Background: an optimization exercise with open tools, aiming at small area, a short achievable clock period and few clock cycles per item. Do not read the settings as production practice.
Function was checked by simulation only, so behaviour that the tests miss may differ from the original.

==> flow/design.v <==
module fcx_add (
    input  wire [1:0]         xc,
    input  wire               xs,
    input  wire signed [13:0] xe,
    input  wire [55:0]        xm,
    input  wire [1:0]         yc,
    input  wire               ys,         
    input  wire signed [13:0] ye,
    input  wire [55:0]        ym,
    input  wire signed [7:0]  eo,
    input  wire               stk,
    input  wire               bor,        
    input  wire               fz,         
    input  wire [5:0]         fd,
    output reg  [1:0]         rc,
    output reg                rs,
    output reg  signed [13:0] re,
    output wire [55:0]        rm
);
    wire xz = (xc == 2'd0);
    wire yz = (yc == 2'd0);
    wire [55:0] xmm = xz ? 56'd0 : xm;
    wire [55:0] ymm = yz ? 56'd0 : ym;
    wire signed [14:0] dxy = {xe[13], xe} - {ye[13], ye};
    wire signed [14:0] dyx = {ye[13], ye} - {xe[13], xe};
    wire mge  = (xmm >= ymm);
    wire xgt  = !fz && (dxy > 15'sd0);
    wire xeq  = fz || (dxy == 15'sd0);
    wire xbig = yz | (!xz & (xgt | (xeq & mge)));
    wire               bs = xbig ? xs  : ys;
    wire signed [13:0] be = xbig ? xe  : ye;
    wire [55:0]        bm = xbig ? xmm : ymm;
    wire [55:0]        sm = xbig ? ymm : xmm;
    wire signed [14:0] d  = fz ? {9'd0, fd} : (xbig ? dxy : dyx);
    wire        dbig = d[14] | (d > 15'sd56);
    wire [5:0]  ds   = d[5:0];
    wire [55:0] shr  = dbig ? 56'd0 : (sm >> ds);
    wire [55:0] lost = dbig ? sm : (sm & ~({56{1'b1}} << ds));
    wire [55:0] sh   = {shr[55:1], shr[0] | (|lost)};
    wire        esub = xs ^ ys;
    wire [56:0] sum  = esub ? ({1'b0, bm} + {1'b1, ~sh} + {56'd0, !bor}) : ({1'b0, bm} + {1'b0, sh});
    reg  [5:0]  lz;
    integer     i;
    always @* begin
        lz = 6'd56;
        for (i = 0; i < 56; i = i + 1)
            if (sum[i]) lz = 6'd55 - i[5:0];
    end
    wire [55:0] nsh  = sum[55:0] << lz;
    wire [55:0] nsig = sum[56] ? {sum[56:2], sum[1] | sum[0] | stk} : {nsh[55:1], nsh[0] | stk};
    wire signed [13:0] ne = be + {{6{eo[7]}}, eo} + (sum[56] ? 14'sd1 : -{8'd0, lz});
    wire        inc = nsig[2] & (nsig[1] | nsig[0] | nsig[3]);
    wire [53:0] mr  = {1'b0, nsig[55:3]} + {53'd0, inc};
    wire signed [13:0] ne1 = ne + 14'sd1;
    wire signed [13:0] fe  = mr[53] ? ne1 : ne;
    wire [52:0] fm  = mr[53] ? mr[53:1] : mr[52:0];
    assign rm = {fm, 3'b000};
    always @* begin
        rs = bs;
        re = fe;
        if (fe > 14'sd2046) rc = 2'd2;
        else if (fe < 14'sd1) rc = 2'd0;
        else rc = 2'd1;
        if (xc == 2'd3 || yc == 2'd3 || (xc == 2'd2 && yc == 2'd2 && xs != ys)) begin
            rc = 2'd3; rs = 1'b0;
        end else if (xc == 2'd2) begin
            rc = 2'd2; rs = xs;
        end else if (yc == 2'd2) begin
            rc = 2'd2; rs = ys;
        end else if (xz && yz) begin
            rc = 2'd0; rs = xs & ys;
        end else if (sum == 57'd0) begin
            rc = 2'd0; rs = 1'b0;
        end
    end
endmodule
module fcx_div #(parameter integer B = 8) (
    input  wire [26:0]  ws_in,
    input  wire [26:0]  wc_in,
    input  wire [B-1:0] sb,        
    input  wire [23:0]  y,
    output wire [26:0]  ws_out,
    output wire [26:0]  wc_out,
    output wire [B-1:0] qp,        
    output wire [B-1:0] qn         
);
    wire [26:0] yp = ~{3'b000, y};
    wire [26:0] yn = {3'b000, y};
    wire [27*(B+1)-1:0] ws, wc;
    wire [B:0] pos, neg;           
    wire [B:0] cpp, cnp, cpz, cnz, cpn, cnn;   
    assign ws[26:0] = ws_in;
    assign wc[26:0] = wc_in;
    wire [3:0] est0 = ws_in[25:22] + wc_in[25:22];
    assign pos[0] = !est0[3];
    assign neg[0] = est0[3] && (est0 != 4'b1111);
    genvar k;
    generate
        for (k = 0; k < B; k = k + 1) begin : g_st
            wire [26:0] a1 = {ws[27*k +: 26], sb[B-1-k]};
            wire [26:0] a2 = {wc[27*k +: 26], 1'b0};
            if (k > 0) begin : g_pick
                assign pos[k] = pos[k-1] ? cpp[k-1] : (neg[k-1] ? cpn[k-1] : cpz[k-1]);
                assign neg[k] = pos[k-1] ? cnp[k-1] : (neg[k-1] ? cnn[k-1] : cnz[k-1]);
            end
            wire [26:0] a3 = pos[k] ? yp : (neg[k] ? yn : 27'd0);
            wire [26:0] s  = a1 ^ a2 ^ a3;
            wire [26:0] c  = (a1 & a2) | (a1 & a3) | (a2 & a3);
            assign ws[27*(k+1) +: 27] = s;
            assign wc[27*(k+1) +: 27] = {c[25:0], pos[k]};
            assign qp[B-1-k] = pos[k];
            assign qn[B-1-k] = neg[k];
            wire [4:0] sP = a1[25:21] ^ a2[25:21] ^ yp[25:21];
            wire [4:0] cP = (a1[25:21] & a2[25:21]) | ((a1[25:21] | a2[25:21]) & yp[25:21]);
            wire [4:0] sZ = a1[25:21] ^ a2[25:21];
            wire [4:0] cZ = a1[25:21] & a2[25:21];
            wire [4:0] sN = a1[25:21] ^ a2[25:21] ^ yn[25:21];
            wire [4:0] cN = (a1[25:21] & a2[25:21]) | ((a1[25:21] | a2[25:21]) & yn[25:21]);
            wire [3:0] eP = sP[4:1] + cP[3:0];
            wire [3:0] eZ = sZ[4:1] + cZ[3:0];
            wire [3:0] eN = sN[4:1] + cN[3:0];
            assign cpp[k] = !eP[3];
            assign cnp[k] = eP[3] && (eP != 4'b1111);
            assign cpz[k] = !eZ[3];
            assign cnz[k] = eZ[3] && (eZ != 4'b1111);
            assign cpn[k] = !eN[3];
            assign cnn[k] = eN[3] && (eN != 4'b1111);
        end
    endgenerate
    assign cpp[B] = 1'b0; assign cnp[B] = 1'b0; assign cpz[B] = 1'b0;
    assign cnz[B] = 1'b0; assign cpn[B] = 1'b0; assign cnn[B] = 1'b0;
    assign pos[B] = 1'b0; assign neg[B] = 1'b0;
    assign ws_out = ws[27*B +: 27];
    assign wc_out = wc[27*B +: 27];
endmodule
module fcx_mul #(parameter integer B = 7) (
    input  wire [23:0]  hs_in,
    input  wire [23:0]  hc_in,
    input  wire [B-1:0] mb,        
    input  wire [23:0]  y,
    output wire [23:0]  hs_out,
    output wire [23:0]  hc_out,
    output wire [B-1:0] pb         
);
    wire [24*(B+1)-1:0] hs, hc;
    assign hs[23:0] = hs_in;
    assign hc[23:0] = hc_in;
    genvar k;
    generate
        for (k = 0; k < B; k = k + 1) begin : g_st
            wire [23:0] a1 = hs[24*k +: 24];
            wire [23:0] a2 = hc[24*k +: 24];
            wire [23:0] a3 = mb[k] ? y : 24'd0;
            wire [23:0] s  = a1 ^ a2 ^ a3;
            wire [23:0] c  = (a1 & a2) | (a1 & a3) | (a2 & a3);
            assign hs[24*(k+1) +: 24] = {1'b0, s[23:1]};
            assign hc[24*(k+1) +: 24] = c;
            assign pb[k] = s[0];
        end
    endgenerate
    assign hs_out = hs[24*B +: 24];
    assign hc_out = hc[24*B +: 24];
endmodule
module fcuc_conv (
    input  wire        clk,
    input  wire        rst,           
    input  wire        start,
    input  wire [3:0]  op,            
    input  wire [4:0]  res,           
    input  wire [3:0]  range_sel,     
    input  wire [31:0] code,          
    input  wire [63:0] vin,           
    input  wire [31:0] slope,         
    input  wire [31:0] intercept,     
    output wire        ready,
    output wire        done,
    output wire [63:0] vout,
    output wire [23:0] cout,
    output wire        valid,
    output wire        nonfinite,
    output wire [3:0]  err
);
    localparam integer BD = 8;                  
    localparam integer ND = 56 / BD;            
    localparam integer BM = 7;                  
    localparam integer NM = (28 + BM - 1) / BM;  
    localparam integer MI = NM * BM;            
    localparam [1:0] C_ZERO = 2'd0, C_NORM = 2'd1, C_INF = 2'd2, C_NAN = 2'd3;
    localparam [3:0] ST_IDLE = 4'd0,  ST_DONE = 4'd1,  ST_MUL = 4'd2,   ST_NORM = 4'd3,
                     ST_ADDI = 4'd4,  ST_SUBMID = 4'd5, ST_X5 = 4'd6,   ST_X25 = 4'd7,
                     ST_DIV = 4'd8,   ST_ROUND = 4'd9,  ST_ADDS = 4'd10, ST_ADDMID = 4'd11,
                     ST_SUBSELF = 4'd12, ST_SUBI = 4'd13, ST_RI = 4'd14;
    localparam [1:0] D_S = 2'd0, D_5 = 2'd1, D_FULL = 2'd2;
    reg [3:0] state;
    reg [3:0] it;
    reg       first;
    reg [1:0] dsel;
    assign ready = (state == ST_IDLE) || (state == ST_DONE);
    assign done  = (state == ST_DONE);
    reg        q_from, q_cal, q_rng;
    reg [4:0]  q_n;
    reg [3:0]  q_range;
    reg        q_hinz;
    reg [3:0]  q_err;
    reg        q_ovf;
    reg  [10:0]       k_emid;    
    reg  [10:0]       k_es;      
    reg signed [7:0]  k_eo;      
    reg signed [7:0]  k_de5;     
    reg  [1:0]        a_c;
    reg               a_s;
    reg signed [13:0] a_e;
    reg  [55:0]       a_m;
    reg  [55:0]       qn;
    reg  [26:0]       ws, wc;
    reg  [1:0]  s_c, i_c;
    reg         s_s, i_s;
    reg  [10:0] s_e, i_e;
    reg  [23:0] s_m, i_m;
    wire        s_un = (s_c == C_NORM) && !s_m[23];
    wire        i_un = (i_c == C_NORM) && !i_m[23];
    function automatic [37:0] widen32;    
        input [31:0] f;
        begin
            widen32[35]    = f[31];
            widen32[23:0]  = {f[30:23] != 8'd0, f[22:0]};
            if (f[30:23] == 8'd0)
                widen32[34:24] = 11'd897;
            else
                widen32[34:24] = {f[30] ? 4'b1000 : 4'b0111, f[29:23]};
            if (f[30:23] == 8'hFF)
                widen32[37:36] = (f[22:0] != 23'd0) ? C_NAN : C_INF;
            else if (f[30:23] == 8'd0 && f[22:0] == 23'd0)
                widen32[37:36] = C_ZERO;
            else
                widen32[37:36] = C_NORM;
        end
    endfunction
    reg               r_ok, r_bip, r_5;
    reg signed [2:0]  r_pa;
    always @* begin
        r_ok = 1'b1; r_bip = 1'b1; r_5 = 1'b0; r_pa = 3'sd0;
        case (q_range)
            4'd0: begin r_5 = 1'b1; r_pa = 3'sd2;  end
            4'd1: begin r_5 = 1'b1; r_pa = 3'sd1;  end
            4'd2: begin r_5 = 1'b1; r_pa = 3'sd0;  end
            4'd3: begin             r_pa = 3'sd2;  end
            4'd4: begin r_5 = 1'b1; r_pa = -3'sd1; end
            4'd5: begin             r_pa = 3'sd1;  end
            4'd6: begin r_5 = 1'b1; r_pa = -3'sd2; end
            4'd7: begin             r_pa = 3'sd0;  end
            4'd8: begin r_5 = 1'b1; r_pa = -3'sd1; r_bip = 1'b0; end
            default: r_ok = 1'b0;
        endcase
    end
    wire signed [7:0] n8  = {3'd0, q_n};
    reg  [23:0] n_onehot, n_hmask;
    integer     nj;
    always @* begin
        for (nj = 0; nj < 24; nj = nj + 1) begin
            n_onehot[nj] = (q_n == nj + 1);
            n_hmask[nj]  = (q_n <= nj);
        end
    end
    reg signed [2:0] in_pa;
    always @* begin
        case (range_sel)
            4'd0, 4'd3: in_pa = 3'sd2;
            4'd1, 4'd5: in_pa = 3'sd1;
            4'd4, 4'd8: in_pa = -3'sd1;
            4'd6:       in_pa = -3'sd2;
            default:    in_pa = 3'sd0;
        endcase
    end
    wire signed [7:0] in_pa8 = {{5{in_pa[2]}}, in_pa};
    wire signed [7:0] in_eo  = in_pa8 - {3'd0, res} + 8'sd1;
    wire [23:0] a_code = a_m[27:4];
    reg  [3:0]  chk_err;
    always @* begin
        chk_err = 4'd0;
        if (q_n < 5'd2 || q_n > 5'd24)
            chk_err = 4'd7;
        else if (q_rng && !r_ok)
            chk_err = 4'd7;
        else if (!q_from && (q_hinz || ((a_code & n_hmask) != 24'd0)))
            chk_err = 4'd8;
        else if (q_from && a_c[1])
            chk_err = 4'd8;
    end
    wire signed [13:0] ovf_e = a_e + {9'd0, q_n} - 14'sd1;
    reg  [1:0]        y_c;
    reg               y_s;
    reg signed [13:0] y_e;
    reg  [55:0]       y_m;
    reg               y_sub;
    reg signed [7:0]  y_eo;
    reg               y_stk, y_bor, y_fz;
    reg  [5:0]        y_fd;
    always @* begin
        y_c = C_NORM; y_s = 1'b0; y_e = 14'sd1023; y_m = {1'b1, 55'd0};
        y_sub = 1'b0; y_eo = 8'sd0; y_stk = 1'b0; y_bor = 1'b0; y_fz = 1'b0; y_fd = 6'd0;
        case (state)
            ST_NORM: begin
                y_c = (a_c == C_NORM) ? C_NORM : C_ZERO; y_s = a_s;
                y_e = a_e; y_m = {wc[23:0], 32'd0}; y_fz = 1'b1;
            end
            ST_ROUND: begin
                y_s = a_s; y_e = a_e; y_m = qn; y_fz = 1'b1;
                if (a_c == C_NORM) begin
                    y_sub = 1'b1; y_bor = rneg; y_stk = rneg ? !rmd : !rzero;
                end else
                    y_c = C_ZERO;
            end
            ST_ADDI, ST_SUBI: begin
                y_c = i_c; y_s = i_s; y_e = {3'd0, i_e}; y_m = {i_m, 32'd0};
                y_sub = (state == ST_SUBI);
            end
            ST_SUBMID: begin
                y_sub = 1'b1;
                y_eo  = k_eo;
                if (q_cal) y_e = {3'd0, k_emid};
                else begin y_e = a_e; y_m = {28'd0, n_onehot, 4'd0}; y_fz = 1'b1; end
            end
            ST_X5, ST_X25: begin
                y_c = a_c; y_s = a_s; y_e = a_e; y_m = a_m; y_fz = 1'b1; y_fd = 6'd2;
                y_eo = (state == ST_X5) ? 8'sd2 : 8'sd1;
            end
            ST_SUBSELF: begin
                y_c = a_c; y_s = a_s; y_e = a_e; y_m = a_m; y_fz = 1'b1; y_fd = {1'b0, q_n};
                y_sub = 1'b1; y_eo = n8;
            end
            ST_ADDS: begin
                y_e = {3'd0, k_es};
                y_eo = -k_eo;
            end
            ST_ADDMID: y_e = {3'd0, k_emid};
            ST_RI: begin y_s = a_s; y_e = 14'sd1075; end
            default: ;
        endcase
    end
    wire [1:0]         add_c;
    wire               add_s;
    wire signed [13:0] add_e;
    wire [55:0]        add_m;
    fcx_add u_add (.xc(a_c), .xs(a_s), .xe(a_e), .xm(a_m),
                   .yc(y_c), .ys(y_s ^ y_sub), .ye(y_e), .ym(y_m),
                   .eo(y_eo), .stk(y_stk), .bor(y_bor), .fz(y_fz), .fd(y_fd),
                   .rc(add_c), .rs(add_s), .re(add_e), .rm(add_m));
    reg  [1:0]        d_c;
    reg               d_s;
    reg signed [13:0] d_e;      
    reg  [23:0]       d_m;
    reg  [23:0]       dv_m;     
    always @* begin
        d_c = C_NORM; d_s = 1'b0;
        case (dsel)
            D_S:    begin d_c = s_c; d_s = s_s; d_e = {3'd0, s_e} - 14'sd1023; d_m = s_m; end
            D_5:    begin d_e = {{6{k_de5[7]}}, k_de5};
                          d_m = {3'b101, 21'd0}; end
            default: begin d_e = {9'd0, q_n} - 14'sd1; d_m = ~(24'hFFFFFF >> q_n); end
        endcase
    end
    wire [BD-1:0] div_sb;
    genvar gk;
    generate
        for (gk = 0; gk < BD; gk = gk + 1) begin : g_sb
            assign div_sb[BD-1-gk] = ({28'd0, it} * BD + gk < 33) ? a_m[32-gk] : 1'b0;
        end
    endgenerate
    wire          div_first = (it == 4'd0);
    wire [26:0]   div_ws, div_wc;
    wire [BD-1:0] div_qp, div_qn;
    fcx_div #(.B(BD)) u_div (.ws_in(div_first ? {4'd0, a_m[55:33]} : ws),
                             .wc_in(div_first ? 27'd0 : wc),
                             .sb(div_sb), .y(dv_m),
                             .ws_out(div_ws), .wc_out(div_wc), .qp(div_qp), .qn(div_qn));
    wire [26:0]   rres  = ws + wc;
    wire          rneg  = rres[26];
    wire          rzero = (rres == 27'd0);
    wire          rmd   = ((rres + {3'd0, dv_m}) == 27'd0);
    wire [23:0]   mul_hs, mul_hc;
    wire [BM-1:0] mul_pb;
    fcx_mul #(.B(BM)) u_mul (.hs_in(a_m[55:32]), .hc_in(div_first ? 24'd0 : wc[23:0]),
                             .mb(a_m[BM-1:0]), .y(s_m),
                             .hs_out(mul_hs), .hc_out(mul_hc), .pb(mul_pb));
    reg [1:0] q_cls;
    always @* begin
        if (a_c == C_NAN || d_c == C_NAN || (a_c == C_ZERO && d_c == C_ZERO) ||
            (a_c == C_INF && d_c == C_INF))
            q_cls = C_NAN;
        else if (a_c == C_INF || d_c == C_ZERO)
            q_cls = C_INF;
        else if (a_c == C_ZERO || d_c == C_INF)
            q_cls = C_ZERO;
        else
            q_cls = C_NORM;
    end
    wire      c_zero = (a_code == 24'd0);
    reg [1:0] p_cls;
    always @* begin
        if (s_c == C_NAN || (s_c == C_INF && c_zero))
            p_cls = C_NAN;
        else if (s_c == C_INF)
            p_cls = C_INF;
        else if (s_c == C_ZERO || c_zero)
            p_cls = C_ZERO;
        else
            p_cls = C_NORM;
    end
    wire        is_err = (q_err != 4'd0);
    wire [51:0] ri_n   = a_m[54:3];
    wire        ri_ok  = (a_c == C_NORM) && (a_e == 14'sd1075) && (!a_s || ri_n == 52'd0) &&
                         (ri_n[51:24] == 28'd0) && ((ri_n[23:0] & n_hmask) == 24'd0);
    wire        f_bad  = !ri_ok || (q_ovf && q_rng && r_bip);
    reg  [63:0] pack;
    always @* begin
        case (a_c)
            C_ZERO:  pack = {a_s, 63'd0};
            C_INF:   pack = {a_s, 11'h7FF, 52'd0};
            C_NAN:   pack = 64'h7FF8000000000000;
            default: pack = {a_s, a_e[10:0], a_m[54:3]};
        endcase
    end
    assign vout      = (!q_from && !is_err) ? pack : 64'd0;
    assign nonfinite = !q_from && !is_err && a_c[1];
    assign valid     = !is_err && !(q_from && f_bad);
    assign cout      = (q_from && !is_err && !f_bad) ? ri_n[23:0] : 24'd0;
    assign err       = is_err ? q_err : ((q_from && f_bad) ? 4'd8 : 4'd0);
    wire       in_from = op[3];
    wire       in_cal  = (op[1:0] != 2'd0);
    wire       in_rng  = (op[1:0] != 2'd1);
    wire       in_bip  = (range_sel != 4'd8);
    wire       in_p2   = (range_sel == 4'd3) || (range_sel == 4'd5) || (range_sel == 4'd7);
    reg  [3:0] in_state;
    always @* begin
        if (!in_from)
            in_state = in_cal ? ST_MUL : (in_bip ? ST_SUBMID : ST_X25);
        else if (in_rng)
            in_state = in_bip ? (in_p2 ? ST_ADDS : ST_DIV) : ST_SUBSELF;
        else
            in_state = ST_SUBI;
    end
    wire stall = q_cal && (s_un || i_un);
    wire [37:0] s_in = widen32(slope);
    wire [37:0] i_in = widen32(intercept);
    always @(posedge clk) begin
        if (rst) begin
            state <= ST_IDLE;
        end else if (ready) begin
            state <= ST_IDLE;
            if (start) begin
                state   <= in_state;
                it      <= 4'd0;
                first   <= 1'b1;
                dsel    <= D_5;
                dv_m    <= {3'b101, 21'd0};
                q_from  <= in_from;
                q_cal   <= in_cal;
                q_rng   <= in_rng;
                q_n     <= res;
                q_range <= range_sel;
                q_hinz  <= (code[31:24] != 8'd0);
                q_err   <= 4'd0;
                q_ovf   <= 1'b0;
                k_emid  <= 11'd1022 + {6'd0, res};
                k_es    <= 11'd1023 + {{8{in_pa[2]}}, in_pa};
                k_eo    <= in_eo;
                k_de5   <= in_bip ? in_eo + 8'sd2 : 8'sd1;
                {s_c, s_s, s_e, s_m} <= s_in;
                {i_c, i_s, i_e, i_m} <= i_in;
                if (in_from) begin
                    a_s <= vin[63];
                    a_e <= {3'd0, vin[62:52]};
                    a_m <= {1'b1, vin[51:0], 3'd0};
                    if (vin[62:52] == 11'd0)        a_c <= C_ZERO;
                    else if (vin[62:52] == 11'h7FF) a_c <= (vin[51:0] != 52'd0) ? C_NAN : C_INF;
                    else                             a_c <= C_NORM;
                end else begin
                    a_c <= C_NORM;
                    a_s <= 1'b0;
                    a_e <= 14'sd1074;
                    a_m <= {28'd0, code[23:0], 4'd0};
                end
            end
        end else begin
            if (first) begin
                first <= 1'b0;
                q_err <= chk_err;
                q_ovf <= (ovf_e > 14'sd2046);
            end
            if (first && chk_err != 4'd0) begin
                state <= ST_DONE;
            end else if (stall) begin
                if (s_un) begin s_m <= {s_m[22:0], 1'b0}; s_e <= s_e - 11'd1; end
                if (i_un) begin i_m <= {i_m[22:0], 1'b0}; i_e <= i_e - 11'd1; end
            end else begin
                case (state)
                    ST_MUL: begin
                        a_m <= {mul_hs, mul_pb, a_m[31:BM]};
                        wc  <= {3'd0, mul_hc};
                        if (it == 4'd0) begin
                            a_c <= p_cls;
                            a_s <= s_s;
                            a_e <= {3'd0, s_e} + MI - 4;
                        end
                        if (it == NM - 1) begin it <= 4'd0; state <= ST_NORM; end
                        else it <= it + 4'd1;
                    end
                    ST_DIV: begin
                        ws  <= div_ws;
                        wc  <= div_wc;
                        a_m <= {a_m[55-BD:0], div_qp};
                        qn  <= {qn[55-BD:0], div_qn};
                        if (it == 4'd0) begin
                            a_c <= q_cls;
                            a_s <= a_s ^ d_s;
                            a_e <= a_e - d_e;
                        end
                        if (it == ND - 1) begin it <= 4'd0; state <= ST_ROUND; end
                        else it <= it + 4'd1;
                    end
                    default: begin
                        a_c <= add_c; a_s <= add_s; a_e <= add_e; a_m <= add_m;
                        case (state)
                            ST_NORM:    state <= ST_ADDI;
                            ST_ADDI:    state <= !q_rng ? ST_DONE : (r_bip ? ST_SUBMID : ST_X25);
                            ST_SUBMID:  state <= r_5 ? ST_X5 : ST_DONE;
                            ST_X5:      state <= ST_DONE;
                            ST_X25:     begin state <= ST_DIV; dsel <= D_FULL; dv_m <= ~(24'hFFFFFF >> q_n); end
                            ST_ROUND:   state <= (dsel == D_FULL) ? ST_DONE :
                                                 (dsel == D_S) ? ST_RI :
                                                 r_bip ? ST_ADDMID : (q_cal ? ST_SUBI : ST_RI);
                            ST_ADDS,
                            ST_ADDMID:  state <= q_cal ? ST_SUBI : ST_RI;
                            ST_SUBSELF: begin state <= ST_DIV; dsel <= D_5; dv_m <= {3'b101, 21'd0}; end
                            ST_SUBI:    begin state <= ST_DIV; dsel <= D_S; dv_m <= s_m; end
                            ST_RI:      state <= ST_DONE;
                            default:    state <= ST_IDLE;
                        endcase
                    end
                endcase
            end
        end
    end
endmodule
==> flow/run.sh <==
#!/bin/bash
# synth_recipe.tcl (not shown) runs the flow's synth.tcl, then flattens the netlist and writes it again
# the make line also repeats each setting of config.mk as NAME=value (left out here)
make -C /OpenROAD-flow-scripts/flow DESIGN_CONFIG=/design/flow/config.mk WORK_HOME=/design/flow/orfs CLKGATE_MAP_FILE= SYNTH_SCRIPT=/design/flow/synth_recipe.tcl finish
==> flow/config.mk <==
export PLATFORM = sky130hd
export DESIGN_NAME = fcuc_conv
export DESIGN_NICKNAME = fcuc_conv
export VERILOG_FILES = /design/flow/design.v
export SDC_FILE = /design/flow/constraint.sdc
export NUM_CORES = 4
export LEC_CHECK = 0
export CAP_MARGIN = 20
export CORE_MARGIN = 2
export CORE_UTILIZATION = 40
export GPL_TIMING_DRIVEN = 0
export SLEW_MARGIN = 20
==> flow/constraint.sdc <==
create_clock -name core_clock -period 28.0 [get_ports {clk}]
set_input_delay 5.6000 -clock core_clock [delete_from_list [all_inputs] [get_ports {clk}]]
set_output_delay 5.6000 -clock core_clock [all_outputs]
set_load 0.01 [all_outputs]
==> results_dict.tcl, run 1 <==
set metrics [dict create \
    port_buffers 269 \
    maxSlewHeadroom_pct 7.82 \
    via_per_inst 6.70 \
    slowest_delay_ns 1.06 \
    number_of_buffers_created_by_cts 40 \
    grt_antenna_before_repair 36 \
    cts-hold-fix-buffers 0 \
    timing.critical_path.max_delay_family "compound AO/OA/AOI/OAI gates" \
    cpMaxStageDelayCell "sky130_fd_sc_hd__o21ai_0" \
    post_synth_num_cell_types 136 \
    cts_sinks 344 \
    cts_resized 0 \
    ys_seq_elements 344 \
    synth_sequential_area_ratio_pct 15.7 \
    syn_to_final_growth_pct 11.9 \
    drt-total-wl_mm 393 \
    share_of_post_route_cells_with_drive_strength_above_1_pct 5.20 \
    drc_errors 0 \
    timing_worst_slew_pin_value_ns 1.38 \
    fin_crit_sh_pct 93.5 \
    critical_path_arrival_ns 26.49 \
    die_area_um2 167000 \
    layout.nets 9814 \
    cts_post_setup_buffers_inserted 0 \
    grt_pass1_wl_mm 539 \
    largest_net_degree_at_the_start_of_global_routing 48 \
    worst_path_buffer_plus_inverter_count 8 \
    gr-total-overflow 0 \
    groute.usage.overall_pct 45.4 \
    worstSkewPairLatency_ns 0.62 \
    floorplan.initialDensity_pct 40.2 \
    grt_setup_unrepaired "false" \
    antenna_left 0 \
    htreeDepth 2 \
    fin_setup_tns_ns 0 \
    dominantRegCellSynth "sky130_fd_sc_hd__edfxtp_1" \
    clk_pin_slew_worst_paths_ns 0.08 \
    post_synth_xor_area_fraction_pct 4.39 \
    cp.required_ns 28.32 \
    finalMaxSlewViolations 0 \
    filler_cell_count 16604 \
    drt-wirelength-per-cell_um 35.8 \
    finish.instance_area_um2 73100 \
    critical_path_class "flip-flop to flip-flop" \
    synth_area_per_cell_um2 7.77 \
    path_common_cell "sky130_fd_sc_hd__clkbuf_1" \
    synth.mux.area_fraction_pct 4.11 \
    layout.cells.non_filler 10988 \
    clock_path_buffers 3 \
    mappedNetlistNets 9465 \
    async_set_or_reset_flop_fraction_in_the_synthesized_netlist_pct 0 \
    setup_viol 0 \
    gp_congestion 1.13 \
    floorplan.die.width_um 408 \
    hold_class "flip-flop to flip-flop" \
    placed_cell_area_um2 71600 \
    yosys_warnings 2 \
    main_combinational_cell_family_by_area_after_synthesis "compound AO/OA/AOI/OAI gates" \
    finalHoldViolCount 0 \
    worstPathMaxFanout 10 \
    finClkSkew_ns 0.0559 \
    place_inst 10890 \
    place_hpwl_mm 325 \
    boundaryPins 272 \
    timing.fmax_mhz 38.2 \
    tritoncts "done" \
    synth_compound_gate_area_share_pct 25.4 \
    design.core.area_um2 162000 \
    cp-start-kind "flip-flop" \
    post_synthesis_cell_area_um2 65300 \
    dr_total_vias 73645 \
    drtIter0Drc 10821 \
    run_status "complete, no violations" \
    utilization_pct 45.0 \
    cts_root_buf "sky130_fd_sc_hd__clkbuf_16" \
    rows 148 \
    synth_cells 8411 \
    grt_pass1_vias 70110 \
    synth-adder-area-share_pct 21.8 \
    finalHoldWorstSlack_ns 0.453 \
    router_iterations_before_antenna_repair 11 \
    synth_area_in_simple_gates_pct 21.6 \
    finalWorstPathRequiredPeriod_ns 26.17 \
    die_y_um 408 \
    drv.max_cap_violation_count 0 \
    end_kind "flip-flop" \
    synth_enable_flop_cells 337 \
]
[worst paths after layout]
path         startpoint       to  slack, ns  depth (start not counted)
max            state[1]  a_m[50]       1.83                         64
min              qn[16]   qn[24]       0.45                          0
max reg2reg    state[1]  a_m[50]       1.83                         64
min reg2reg      qn[16]   qn[24]       0.45                          0
[state kept, by name, indices dropped and copies added, names as in the netlist, 11 cells and up]
signal,flops
i_e,11
qn,56
dv_m,24
a_m,56
a_e,14
i_m,24
s_e,11
ws,27
wc,27
s_m,24
[cell usage in the layout, fill, tap and decap left out, types with 41 or more instances in the layout]
master	n
sky130_fd_sc_hd__a211oi_1	126
sky130_fd_sc_hd__a21o_1	133
sky130_fd_sc_hd__a21oi_1	661
sky130_fd_sc_hd__a221oi_1	42
sky130_fd_sc_hd__a222oi_1	48
sky130_fd_sc_hd__a22oi_1	56
sky130_fd_sc_hd__a31oi_1	116
sky130_fd_sc_hd__and2_1	273
sky130_fd_sc_hd__and3_1	62
sky130_fd_sc_hd__buf_1	81
sky130_fd_sc_hd__buf_2	50
sky130_fd_sc_hd__clkbuf_1	383
sky130_fd_sc_hd__clkbuf_16	41
sky130_fd_sc_hd__clkdlybuf4s50_1	269
sky130_fd_sc_hd__edfxtp_1	337
sky130_fd_sc_hd__fa_1	424
sky130_fd_sc_hd__ha_1	454
sky130_fd_sc_hd__inv_1	591
sky130_fd_sc_hd__mux2_2	54
sky130_fd_sc_hd__mux2i_1	203
sky130_fd_sc_hd__nand2_1	1114
sky130_fd_sc_hd__nand2b_1	74
sky130_fd_sc_hd__nand3_1	177
sky130_fd_sc_hd__nand4_1	68
sky130_fd_sc_hd__nor2_1	596
sky130_fd_sc_hd__nor2b_1	66
sky130_fd_sc_hd__nor3_1	187
sky130_fd_sc_hd__nor4_1	99
sky130_fd_sc_hd__o211ai_1	55
sky130_fd_sc_hd__o21a_1	60
sky130_fd_sc_hd__o21ai_0	498
sky130_fd_sc_hd__o21bai_1	75
sky130_fd_sc_hd__o22ai_1	56
sky130_fd_sc_hd__o2bb2ai_1	58
sky130_fd_sc_hd__or3_1	51
sky130_fd_sc_hd__xnor2_1	196
sky130_fd_sc_hd__xor2_1	110
[cell type report]
cell class,count,area [µm²],share of cell area [%]
diodes,21,52.6,0.0719
plain buffers,560,2380,3.25
clock buffers,45,1040,1.42
clock inverters,29,337,0.460
inverters,598,2250,3.08
multi-input cells,6909,50900,69.6
flip-flops and latches,344,10300,14.0
well taps,2175,2720,3.72
repair buffers,307,3220,4.40
[per-layer routing]
metal	track usage [%]	part of all wire, %	wire length [µm]
met5	0.402	0.058	229
met4	36.9	10	39700
met3	13.1	11	43300
met2	69.2	43	168000
met1	53.1	36	142000
[Yosys cell counts, types with 51 or more instances]
library cell / instances / area share (%)
sky130_fd_sc_hd__inv_1: 594 / 3.4
sky130_fd_sc_hd__fa_1: 424 / 13
sky130_fd_sc_hd__nor2_1: 606 / 3.5
sky130_fd_sc_hd__nand2_1: 1114 / 6.4
sky130_fd_sc_hd__and2_1: 273 / 2.6
sky130_fd_sc_hd__xnor2_1: 212 / 2.8
sky130_fd_sc_hd__o22ai_1: 56 / 0.54
sky130_fd_sc_hd__o21a_1: 60 / 0.69
sky130_fd_sc_hd__nor4_1: 105 / 1.0
sky130_fd_sc_hd__nand4_1: 68 / 0.65
sky130_fd_sc_hd__a211oi_1: 126 / 1.4
sky130_fd_sc_hd__o21bai_1: 75 / 0.86
sky130_fd_sc_hd__ha_1: 454 / 8.7
sky130_fd_sc_hd__nor3_1: 192 / 1.5
sky130_fd_sc_hd__buf_1: 84 / 0.48
sky130_fd_sc_hd__o21ai_0: 501 / 3.8
sky130_fd_sc_hd__nand2b_1: 74 / 0.71
sky130_fd_sc_hd__nor2b_1: 66 / 0.63
sky130_fd_sc_hd__edfxtp_1: 337 / 15
sky130_fd_sc_hd__clkbuf_1: 389 / 2.2
sky130_fd_sc_hd__xor2_1: 113 / 1.5
sky130_fd_sc_hd__a22oi_1: 56 / 0.64
sky130_fd_sc_hd__a21o_1: 133 / 1.5
sky130_fd_sc_hd__a21oi_1: 667 / 5.1
sky130_fd_sc_hd__or3_1: 51 / 0.49
sky130_fd_sc_hd__o211ai_1: 55 / 0.63
sky130_fd_sc_hd__nand3_1: 177 / 1.4
sky130_fd_sc_hd__and3_1: 62 / 0.59
sky130_fd_sc_hd__o2bb2ai_1: 58 / 0.78
sky130_fd_sc_hd__a31oi_1: 118 / 1.1
sky130_fd_sc_hd__mux2i_1: 205 / 3.1
sky130_fd_sc_hd__mux2_2: 54 / 0.93
[logic make-up after synthesis]
kind of cell | Yosys count
AND/OR/NAND/NOR | 2960
AO/OA/AOI/OAI | 2480
buffers and inverters | 1158
adder cells (fa/ha/maj) | 883
flip-flops | 344
XOR/XNOR | 326
multiplexers | 260
[metrics by stage]
| step | worst slack (ns) |
|---|---|
| floorplan | 10.82 |
| finish | 1.83 |
| detailed placement | 2.68 |
| CTS | 2.58 |
| global route | 1.51 |
| global placement | 0.997 |
Testbench counts, summed over its fixed seeds: cycles 18,000, ops 1,920.
==> run 2, diff against run 1 <==
--- a/flow/design.v
+++ b/flow/design.v
@@ -49,9 +49,14 @@
     wire [55:0] nsh  = sum[55:0] << lz;
     wire [55:0] nsig = sum[56] ? {sum[56:2], sum[1] | sum[0] | stk} : {nsh[55:1], nsh[0] | stk};
-    wire signed [13:0] ne = be + {{6{eo[7]}}, eo} + (sum[56] ? 14'sd1 : -{8'd0, lz});
+    wire signed [13:0] xeo = xe + {{6{eo[7]}}, eo};
+    wire signed [13:0] yeo = ye + {{6{eo[7]}}, eo};
+    wire signed [13:0] beo = xbig ? xeo : yeo;
+    wire signed [13:0] ne  = sum[56] ? beo + 14'sd1 : beo - {8'd0, lz};
     wire        inc = nsig[2] & (nsig[1] | nsig[0] | nsig[3]);
     wire [53:0] mr  = {1'b0, nsig[55:3]} + {53'd0, inc};
-    wire signed [13:0] ne1 = ne + 14'sd1;
+    wire signed [13:0] ne1 = sum[56] ? beo + 14'sd2 : beo - {8'd0, lz} + 14'sd1;
     wire signed [13:0] fe  = mr[53] ? ne1 : ne;
+    wire        ovf0 = (ne  > 14'sd2046), unf0 = (ne  < 14'sd1);
+    wire        ovf1 = (ne1 > 14'sd2046), unf1 = (ne1 < 14'sd1);
     wire [52:0] fm  = mr[53] ? mr[53:1] : mr[52:0];
     assign rm = {fm, 3'b000};
@@ -59,6 +64,6 @@
         rs = bs;
         re = fe;
-        if (fe > 14'sd2046) rc = 2'd2;
-        else if (fe < 14'sd1) rc = 2'd0;
+        if (mr[53] ? ovf1 : ovf0) rc = 2'd2;
+        else if (mr[53] ? unf1 : unf0) rc = 2'd0;
         else rc = 2'd1;
         if (xc == 2'd3 || yc == 2'd3 || (xc == 2'd2 && yc == 2'd2 && xs != ys)) begin
@@ -162,4 +167,33 @@
     assign hc_out = hc[24*B +: 24];
 endmodule
+module fcx_div5h (
+    input  wire [27:0] d,
+    input  wire [2:0]  r,
+    output wire [27:0] q,
+    output wire [2:0]  ro
+);
+    wire [3*8-1:0] rr;
+    assign rr[2:0] = r;
+    genvar k;
+    generate
+        for (k = 0; k < 7; k = k + 1) begin : g_dg
+            wire [3:0] dk = d[27-4*k -: 4];
+            reg  [1:0] dd;
+            reg  [2:0] dm;
+            always @* begin
+                if (dk >= 4'd15)      begin dd = 2'd3; dm = dk - 4'd15; end
+                else if (dk >= 4'd10) begin dd = 2'd2; dm = dk - 4'd10; end
+                else if (dk >= 4'd5)  begin dd = 2'd1; dm = dk - 4'd5;  end
+                else                  begin dd = 2'd0; dm = dk[2:0];    end
+            end
+            wire [2:0] ri = rr[3*k +: 3];
+            wire [3:0] sm = {1'b0, ri} + {1'b0, dm};
+            wire       cy = (sm >= 4'd5);
+            assign rr[3*(k+1) +: 3] = cy ? sm[2:0] - 3'd5 : sm[2:0];
+            assign q[27-4*k -: 4]  = {ri, 1'b0} + {1'b0, ri} + {2'd0, dd} + {3'd0, cy};
+        end
+    endgenerate
+    assign ro = rr[3*7 +: 3];
+endmodule
 module fcuc_conv (
     input  wire        clk,
@@ -183,5 +217,5 @@
     localparam integer BD = 8;                  
     localparam integer ND = 56 / BD;            
-    localparam integer BM = 7;                  
+    localparam integer BM = 14;                 
     localparam integer NM = (28 + BM - 1) / BM;  
     localparam integer MI = NM * BM;            
@@ -192,5 +226,8 @@
                      ST_SUBSELF = 4'd12, ST_SUBI = 4'd13, ST_RI = 4'd14;
     localparam [1:0] D_S = 2'd0, D_5 = 2'd1, D_FULL = 2'd2;
-    reg [3:0] state;
+    reg [3:0]  state;
+    reg [15:0] soh;
+    reg [3:0]  nst;
+    reg [10:0] yr_e;      
     reg [3:0] it;
     reg       first;
@@ -297,45 +334,28 @@
     reg               y_stk, y_bor, y_fz;
     reg  [5:0]        y_fd;
-    always @* begin
-        y_c = C_NORM; y_s = 1'b0; y_e = 14'sd1023; y_m = {1'b1, 55'd0};
-        y_sub = 1'b0; y_eo = 8'sd0; y_stk = 1'b0; y_bor = 1'b0; y_fz = 1'b0; y_fd = 6'd0;
-        case (state)
-            ST_NORM: begin
-                y_c = (a_c == C_NORM) ? C_NORM : C_ZERO; y_s = a_s;
-                y_e = a_e; y_m = {wc[23:0], 32'd0}; y_fz = 1'b1;
-            end
-            ST_ROUND: begin
-                y_s = a_s; y_e = a_e; y_m = qn; y_fz = 1'b1;
-                if (a_c == C_NORM) begin
-                    y_sub = 1'b1; y_bor = rneg; y_stk = rneg ? !rmd : !rzero;
-                end else
-                    y_c = C_ZERO;
-            end
-            ST_ADDI, ST_SUBI: begin
-                y_c = i_c; y_s = i_s; y_e = {3'd0, i_e}; y_m = {i_m, 32'd0};
-                y_sub = (state == ST_SUBI);
-            end
-            ST_SUBMID: begin
-                y_sub = 1'b1;
-                y_eo  = k_eo;
-                if (q_cal) y_e = {3'd0, k_emid};
-                else begin y_e = a_e; y_m = {28'd0, n_onehot, 4'd0}; y_fz = 1'b1; end
-            end
-            ST_X5, ST_X25: begin
-                y_c = a_c; y_s = a_s; y_e = a_e; y_m = a_m; y_fz = 1'b1; y_fd = 6'd2;
-                y_eo = (state == ST_X5) ? 8'sd2 : 8'sd1;
-            end
-            ST_SUBSELF: begin
-                y_c = a_c; y_s = a_s; y_e = a_e; y_m = a_m; y_fz = 1'b1; y_fd = {1'b0, q_n};
-                y_sub = 1'b1; y_eo = n8;
-            end
-            ST_ADDS: begin
-                y_e = {3'd0, k_es};
-                y_eo = -k_eo;
-            end
-            ST_ADDMID: y_e = {3'd0, k_emid};
-            ST_RI: begin y_s = a_s; y_e = 14'sd1075; end
-            default: ;
-        endcase
+    wire o_norm = soh[ST_NORM],  o_round = soh[ST_ROUND], o_addi = soh[ST_ADDI], o_subi = soh[ST_SUBI],
+         o_smid = soh[ST_SUBMID], o_x5 = soh[ST_X5], o_x25 = soh[ST_X25], o_sself = soh[ST_SUBSELF],
+         o_adds = soh[ST_ADDS], o_amid = soh[ST_ADDMID], o_ri = soh[ST_RI];
+    wire o_self = o_x5 | o_x25 | o_sself;
+    wire o_ii   = o_addi | o_subi;
+    wire o_mi   = o_smid & !q_cal;            
+    wire o_mm   = (o_smid & q_cal) | o_amid;  
+    wire o_ae   = o_norm | o_round | o_self | o_mi;
+    wire r_nc   = o_round && (a_c != C_NORM);
+    always @* begin
+        y_c   = ((o_norm | o_round) && a_c != C_NORM) ? C_ZERO :
+                o_ii ? i_c : o_self ? a_c : C_NORM;
+        y_s   = (o_norm | o_round | o_ri | o_self) ? a_s : o_ii ? i_s : 1'b0;
+        y_e   = o_ae ? a_e : {3'd0, yr_e};
+        y_m   = ({56{o_norm}} & {wc[23:0], 32'd0}) | ({56{o_round}} & qn) | ({56{o_ii}} & {i_m, 32'd0}) |
+                ({56{o_mi}} & {28'd0, n_onehot, 4'd0}) | ({56{o_self}} & a_m) |
+                {o_mm | o_adds | o_ri, 55'd0};
+        y_sub = (o_round & !r_nc) | o_subi | o_smid | o_sself;
+        y_eo  = ({8{o_smid}} & k_eo) | ({8{o_x5}} & 8'sd2) | ({8{o_x25}} & 8'sd1) |
+                ({8{o_sself}} & n8) | ({8{o_adds}} & -k_eo);
+        y_bor = o_round & !r_nc & rneg;
+        y_stk = o_round & !r_nc & (rneg ? !rmd : !rzero);
+        y_fz  = o_ae;
+        y_fd  = ({6{o_x5 | o_x25}} & 6'd2) | ({6{o_sself}} & {1'b0, q_n});
     end
     wire [1:0]         add_c;
@@ -379,4 +399,9 @@
     wire          rzero = (rres == 27'd0);
     wire          rmd   = ((rres + {3'd0, dv_m}) == 27'd0);
+    reg  [2:0]    r5;
+    wire [27:0]   d5_q;
+    wire [2:0]    d5_r;
+    fcx_div5h u_div5 (.d(a_m[55:28]), .r((it == 4'd0) ? 3'd0 : r5), .q(d5_q), .ro(d5_r));
+    wire [3:0]    d5_l = {d5_r, 1'b0} + {1'b0, d5_r};
     wire [23:0]   mul_hs, mul_hc;
     wire [BM-1:0] mul_pb;
@@ -409,7 +434,14 @@
     end
     wire        is_err = (q_err != 4'd0);
-    wire [51:0] ri_n   = a_m[54:3];
-    wire        ri_ok  = (a_c == C_NORM) && (a_e == 14'sd1075) && (!a_s || ri_n == 52'd0) &&
-                         (ri_n[51:24] == 28'd0) && ((ri_n[23:0] & n_hmask) == 24'd0);
+    wire        ri_lo  = (a_e < 14'sd1022);                   
+    wire        ri_hi  = (a_e > 14'sd1046);                   
+    wire [4:0]  ri_u   = a_e[4:0] - 5'd30;                    
+    wire [52:0] ri_m   = a_m[55:3];
+    wire [76:0] ri_z   = {24'd0, ri_m} << ri_u;               
+    wire        ri_st  = (ri_z[51:0] != 52'd0);
+    wire [24:0] ri_n   = {1'b0, ri_z[76:53]} + {24'd0, ri_z[52] & (ri_st | ri_z[53])};
+    wire        ri_mid = (a_c == C_NORM) && !ri_lo && !ri_hi;
+    wire        ri_ok  = (a_c == C_ZERO) || ((a_c == C_NORM) && ri_lo) ||
+                         (ri_mid && (!a_s || ri_n == 25'd0) && !ri_n[24] && ((ri_n[23:0] & n_hmask) == 24'd0));
     wire        f_bad  = !ri_ok || (q_ovf && q_rng && r_bip);
     reg  [63:0] pack;
@@ -425,5 +457,5 @@
     assign nonfinite = !q_from && !is_err && a_c[1];
     assign valid     = !is_err && !(q_from && f_bad);
-    assign cout      = (q_from && !is_err && !f_bad) ? ri_n[23:0] : 24'd0;
+    assign cout      = (q_from && !is_err && !f_bad && ri_mid) ? ri_n[23:0] : 24'd0;
     assign err       = is_err ? q_err : ((q_from && f_bad) ? 4'd8 : 4'd0);
     wire       in_from = op[3];
@@ -444,11 +476,46 @@
     wire [37:0] s_in = widen32(slope);
     wire [37:0] i_in = widen32(intercept);
+    wire acc   = !rst && ready && start;
+    wire [10:0] i_e_nx    = acc ? i_in[34:24] :
+                            (!rst && !ready && !(first && chk_err != 4'd0) && stall && i_un) ? i_e - 11'd1 : i_e;
+    wire [10:0] k_emid_nx = acc ? 11'd1022 + {6'd0, res} : k_emid;
+    wire [10:0] k_es_nx   = acc ? 11'd1023 + {{8{in_pa[2]}}, in_pa} : k_es;
+    always @* begin
+        nst = state;
+        if (rst)
+            nst = ST_IDLE;
+        else if (ready)
+            nst = start ? in_state : ST_IDLE;
+        else if (first && chk_err != 4'd0)
+            nst = ST_DONE;
+        else if (!stall)
+            case (state)
+                ST_MUL:     if (it == NM - 1) nst = ST_NORM;
+                ST_DIV:     if (it == ND - 1 || (dsel == D_5 && it == 4'd1)) nst = ST_ROUND;
+                ST_NORM:    nst = ST_ADDI;
+                ST_ADDI:    nst = !q_rng ? ST_DONE : (r_bip ? ST_SUBMID : ST_X25);
+                ST_SUBMID:  nst = r_5 ? ST_X5 : ST_DONE;
+                ST_X5:      nst = ST_DONE;
+                ST_X25:     nst = ST_DIV;
+                ST_ROUND:   nst = (dsel == D_FULL) ? ST_DONE :
+                                  (dsel == D_S) ? ST_DONE :
+                                  r_bip ? ST_ADDMID : (q_cal ? ST_SUBI : ST_DONE);
+                ST_ADDS,
+                ST_ADDMID:  nst = q_cal ? ST_SUBI : ST_DONE;
+                ST_SUBSELF: nst = ST_DIV;
+                ST_SUBI:    nst = ST_DIV;
+                ST_RI:      nst = ST_DONE;
+                default:    nst = ST_IDLE;
+            endcase
+    end
     always @(posedge clk) begin
+        state <= nst;
+        soh   <= 16'd1 << nst;
+        yr_e  <= (nst == ST_ADDI || nst == ST_SUBI) ? i_e_nx :
+                 (nst == ST_SUBMID || nst == ST_ADDMID) ? k_emid_nx :
+                 (nst == ST_ADDS) ? k_es_nx : 11'd1075;
         if (rst) begin
-            state <= ST_IDLE;
         end else if (ready) begin
-            state <= ST_IDLE;
             if (start) begin
-                state   <= in_state;
                 it      <= 4'd0;
                 first   <= 1'b1;
@@ -490,5 +557,4 @@
             end
             if (first && chk_err != 4'd0) begin
-                state <= ST_DONE;
             end else if (stall) begin
                 if (s_un) begin s_m <= {s_m[22:0], 1'b0}; s_e <= s_e - 11'd1; end
@@ -504,12 +570,24 @@
                             a_e <= {3'd0, s_e} + MI - 4;
                         end
-                        if (it == NM - 1) begin it <= 4'd0; state <= ST_NORM; end
+                        if (it == NM - 1) it <= 4'd0;
                         else it <= it + 4'd1;
                     end
                     ST_DIV: begin
-                        ws  <= div_ws;
-                        wc  <= div_wc;
-                        a_m <= {a_m[55-BD:0], div_qp};
-                        qn  <= {qn[55-BD:0], div_qn};
+                        if (dsel == D_5) begin
+                            r5 <= d5_r;
+                            if (it == 4'd0)
+                                a_m <= {a_m[27:0], d5_q};
+                            else begin
+                                a_m <= {a_m[25:0], d5_q, d5_l[3:2]};
+                                ws  <= {26'd0, d5_l[1] | d5_l[0] | (d5_r != 3'd0)};
+                                wc  <= 27'd0;
+                                qn  <= 56'd0;
+                            end
+                        end else begin
+                            ws  <= div_ws;
+                            wc  <= div_wc;
+                            a_m <= {a_m[55-BD:0], div_qp};
+                            qn  <= {qn[55-BD:0], div_qn};
+                        end
                         if (it == 4'd0) begin
                             a_c <= q_cls;
@@ -517,5 +595,5 @@
                             a_e <= a_e - d_e;
                         end
-                        if (it == ND - 1) begin it <= 4'd0; state <= ST_ROUND; end
+                        if (it == ND - 1 || (dsel == D_5 && it == 4'd1)) it <= 4'd0;
                         else it <= it + 4'd1;
                     end
@@ -523,18 +601,8 @@
                         a_c <= add_c; a_s <= add_s; a_e <= add_e; a_m <= add_m;
                         case (state)
-                            ST_NORM:    state <= ST_ADDI;
-                            ST_ADDI:    state <= !q_rng ? ST_DONE : (r_bip ? ST_SUBMID : ST_X25);
-                            ST_SUBMID:  state <= r_5 ? ST_X5 : ST_DONE;
-                            ST_X5:      state <= ST_DONE;
-                            ST_X25:     begin state <= ST_DIV; dsel <= D_FULL; dv_m <= ~(24'hFFFFFF >> q_n); end
-                            ST_ROUND:   state <= (dsel == D_FULL) ? ST_DONE :
-                                                 (dsel == D_S) ? ST_RI :
-                                                 r_bip ? ST_ADDMID : (q_cal ? ST_SUBI : ST_RI);
-                            ST_ADDS,
-                            ST_ADDMID:  state <= q_cal ? ST_SUBI : ST_RI;
-                            ST_SUBSELF: begin state <= ST_DIV; dsel <= D_5; dv_m <= {3'b101, 21'd0}; end
-                            ST_SUBI:    begin state <= ST_DIV; dsel <= D_S; dv_m <= s_m; end
-                            ST_RI:      state <= ST_DONE;
-                            default:    state <= ST_IDLE;
+                            ST_X25:     begin dsel <= D_FULL; dv_m <= ~(24'hFFFFFF >> q_n); end
+                            ST_SUBSELF: begin dsel <= D_5; dv_m <= {3'b101, 21'd0}; end
+                            ST_SUBI:    begin dsel <= D_S; dv_m <= s_m; end
+                            default: ;
                         endcase
                     end
--- a/flow/config.mk
+++ b/flow/config.mk
@@ -9,4 +9,4 @@
 export CORE_MARGIN = 2
 export CORE_UTILIZATION = 40
-export GPL_TIMING_DRIVEN = 0
+export SETUP_SLACK_MARGIN = 5
 export SLEW_MARGIN = 20
==> results_dict.tcl, run 2 <==
set metrics [dict create \
    cp-start-kind "flip-flop" \
    via_per_inst 6.47 \
    floorplan.die.width_um 440 \
    netlist.top_cell.by_area "sky130_fd_sc_hd__fa_1" \
    multi_input_area_um2 60400 \
    htreeDepth 2 \
    layout.cells.most_common_list "sky130_fd_sc_hd__nand2_1, sky130_fd_sc_hd__nor2_1, sky130_fd_sc_hd__inv_1, sky130_fd_sc_hd__a21oi_1, sky130_fd_sc_hd__o21ai_0" \
    finalWorstPathRequiredPeriod_ns 22.46 \
    run_status "complete, no violations" \
    tritoncts "done" \
    design.core.area_um2 190000 \
    yosys_warnings 3 \
    post_synth_most_frequent_cells "sky130_fd_sc_hd__nand2_1, sky130_fd_sc_hd__nor2_1, sky130_fd_sc_hd__inv_1, sky130_fd_sc_hd__a21oi_1, sky130_fd_sc_hd__o21ai_0" \
    number_of_buffers_created_by_cts 46 \
    post_synthesis_cell_area_um2 76100 \
    pre_cts_ws_ns 6.31 \
    finClkSkew_ns 0.0642 \
    grt_pass1_vias 75051 \
    setup_viol 0 \
    largest_net_degree_at_the_start_of_global_routing 98 \
    drc_errors 0 \
    mappedNetlistNets 11034 \
    post_synth_num_cell_types 130 \
    worstSkewPairLatency_ns 0.70 \
    cts_root_buf "sky130_fd_sc_hd__clkbuf_16" \
    leading_cell_type_by_number_of_instances_after_synthesis "sky130_fd_sc_hd__nand2_1" \
    worstPathMaxFanout 61 \
    share_of_post_route_cells_with_drive_strength_above_1_pct 6.66 \
    timing.fmax_mhz 44.5 \
    timing_worst_slew_pin_value_ns 1.37 \
    drt-total-wl_mm 397 \
    ff_latch_area_um2 10800 \
    die_y_um 440 \
    floorplan.initialDensity_pct 40.1 \
    dr_total_vias 78927 \
    dominantRegCellSynth "sky130_fd_sc_hd__edfxtp_1" \
    ys_seq_elements 370 \
    maxSlewHeadroom_pct 8.64 \
    drt-wirelength-per-cell_um 32.6 \
    slowest_delay_ns 0.83 \
    layout.nets 10954 \
    synth_sequential_area_ratio_pct 14.2 \
    place_hpwl_mm 315 \
    synth_area_leaders "sky130_fd_sc_hd__fa_1, sky130_fd_sc_hd__edfxtp_1, sky130_fd_sc_hd__ha_1, sky130_fd_sc_hd__nand2_1, sky130_fd_sc_hd__a21oi_1" \
    reg2reg_setup_slack_ns 5.54 \
    yosysTopAreaCellShare_pct 15.8 \
    path_common_cell "sky130_fd_sc_hd__a21oi_1" \
    final_critical_path_setup_slack_ns 5.54 \
    fin_crit_sh_pct 80.2 \
    filler_cell_count 19061 \
    critical_path_class "flip-flop to flip-flop" \
    boundaryPins 272 \
    placed_cell_area_um2 81600 \
    gp_congestion 1.06 \
    async_set_or_reset_flop_fraction_in_the_synthesized_netlist_pct 0 \
    finalHoldViolCount 0 \
    rows 160 \
    gr-total-overflow 0 \
    drv.max_cap_violation_count 0 \
    cts_sinks 370 \
    synth_enable_flop_cells 341 \
    clock_path_buffers 3 \
    synth_cells 9708 \
    cpMaxStageDelayCell "sky130_fd_sc_hd__xnor2_1" \
    fin_setup_tns_ns 0 \
    cts-hold-fix-buffers 0 \
    die_area_um2 194000 \
    layout_commonest_cell "sky130_fd_sc_hd__nand2_1" \
    cts_post_setup_buffers_inserted 0 \
    synth_area_per_cell_um2 7.84 \
    end_kind "flip-flop" \
    grt_pass1_wl_mm 559 \
    router_iterations_before_antenna_repair 21 \
    cp.required_ns 28.44 \
    utilization_pct 43.8 \
    drtIter0Drc 10445 \
    grt_antenna_before_repair 25 \
    largestRegisters "a_m x56, qn x56" \
    port_buffers 270 \
    cts_resized 0 \
    finalHoldWorstSlack_ns 0.543 \
    finish.instance_area_um2 83100 \
    critical_path_arrival_ns 22.90 \
    groute.usage.overall_pct 39.9 \
    antenna_left 0 \
    clk_pin_slew_worst_paths_ns 0.06 \
    grt_setup_unrepaired "false" \
    syn_to_final_growth_pct 9.21 \
    hold_class "flip-flop to flip-flop" \
    finalMaxSlewViolations 0 \
]
## run 2: cell types whose count changed after synthesis, moves of 40 or more
cell,before,now
sky130_fd_sc_hd__clkbuf_1,389,497
sky130_fd_sc_hd__nand2_1,1114,1387
sky130_fd_sc_hd__ha_1,454,548
sky130_fd_sc_hd__mux2i_1,205,251
sky130_fd_sc_hd__xnor2_1,212,284
sky130_fd_sc_hd__o211ai_1,55,109
sky130_fd_sc_hd__inv_1,594,683
sky130_fd_sc_hd__and3_1,62,102
sky130_fd_sc_hd__o2bb2ai_1,58,7
sky130_fd_sc_hd__nor2_1,606,705
sky130_fd_sc_hd__fa_1,424,602
sky130_fd_sc_hd__o21ai_0,501,645
sky130_fd_sc_hd__and2_1,273,204
## run 2: area by class of cell
| cell class | count | area share, % |
|---|---|---|
| clock inverter | 21 | 0.212 |
| inverter | 692 | 3.14 |
| sequential | 370 | 13.0 |
| clock buffer | 65 | 1.51 |
| multi-input combinational | 7992 | 72.7 |
| tap | 2511 | 3.78 |
| antenna | 14 | 0.0422 |
| timing repair buffer | 526 | 5.59 |
## run 2: worst max-delay path: cells and delay by family (launching register included)
| family | cells | cell delay [ns] |
|---|---|---|
| mux | 2 | 1.06 |
| compound gates | 32 | 8.60 |
| fa+ha+maj | 6 | 2.07 |
| flops | 1 | 0.63 |
| simple gates | 18 | 5.63 |
| buf+inv | 8 | 2.88 |
| xor+xnor | 2 | 1.15 |
## run 2: metal layers
| layer | GRT usage, % | vias to the layer above | part of all wire, % |
|---|---|---|---|
| li1 | - | 34357 | - |
| met1 | 50.3 | 38890 | 39 |
| met2 | 60.6 | 4549 | 43 |
| met3 | 8.05 | 1111 | 9.2 |
| met4 | 29.0 | 20 | 9.0 |
| met5 | 0 | - | 0.040 |
## run 2: logic make-up after synthesis
| family | after synthesis | synth area share [%] |
|---|---|---|
| and+or+nand+nor | 3385 | 20.8 |
| buffers and inverters | 1346 | 6.92 |
| AOI/OAI and AO/OA | 2677 | 23.2 |
| xor gates and xnor gates | 434 | 5.03 |
| adders and majority gates | 1151 | 24.9 |
| DFF | 370 | 14.2 |
| muxes | 345 | 4.93 |
## run 2: worst paths after layout
path	startpoint	end	depth (start not counted)
worst min register to register	qn[46]	qn[54]	1
worst max register to register	soh[12]	a_c[0]	68
worst max-delay path	soh[12]	a_c[0]	68
worst min-delay path	qn[46]	qn[54]	1
## run 2: per-stage QoR
step / cells
6_report: 12191
5_1_grt: 12178
3_5_place_dp: 12091
4_1_cts: 12177
3_3_place_gp: 12089
2_1_floorplan: 9708
Testbench counts of run 2, summed over its fixed seeds: cycles 13,642, ops 1,920.

-- separate check: timing with driven ports --
How much do the figures lean on ideal ports? The routed layouts below were timed once more, with nothing changed but the port constraints. Step 1, drivers: a clkbuf_16 drives clk and a buf_2 each remaining input, both assumed. Step 2 adds t to the input delays and takes it off the output delays; t is the mean of the earliest and latest rising clock arrival at the registers after step 1. Input paths then give back, and output paths get back, about the clock's delay inside the block. a / b / c = ideal ports / drivers / drivers and shift; a / b = the first two.
| run | shift t [ns] | setup WS [ns] | hold slack, ns | slew at the worst register clock pin (ns) |
|---|---|---|---|---|
| run 1 | 0.684 | 1.827 / 1.827 / 1.827 | 0.453 / 0.453 / 0.453 | 0.08 / 0.08 |
| run 2 | 0.752 | 5.539 / 5.539 / 5.539 | 0.543 / 0.543 / 0.543 | 0.08 / 0.08 |
After both steps every run listed still meets setup and hold.
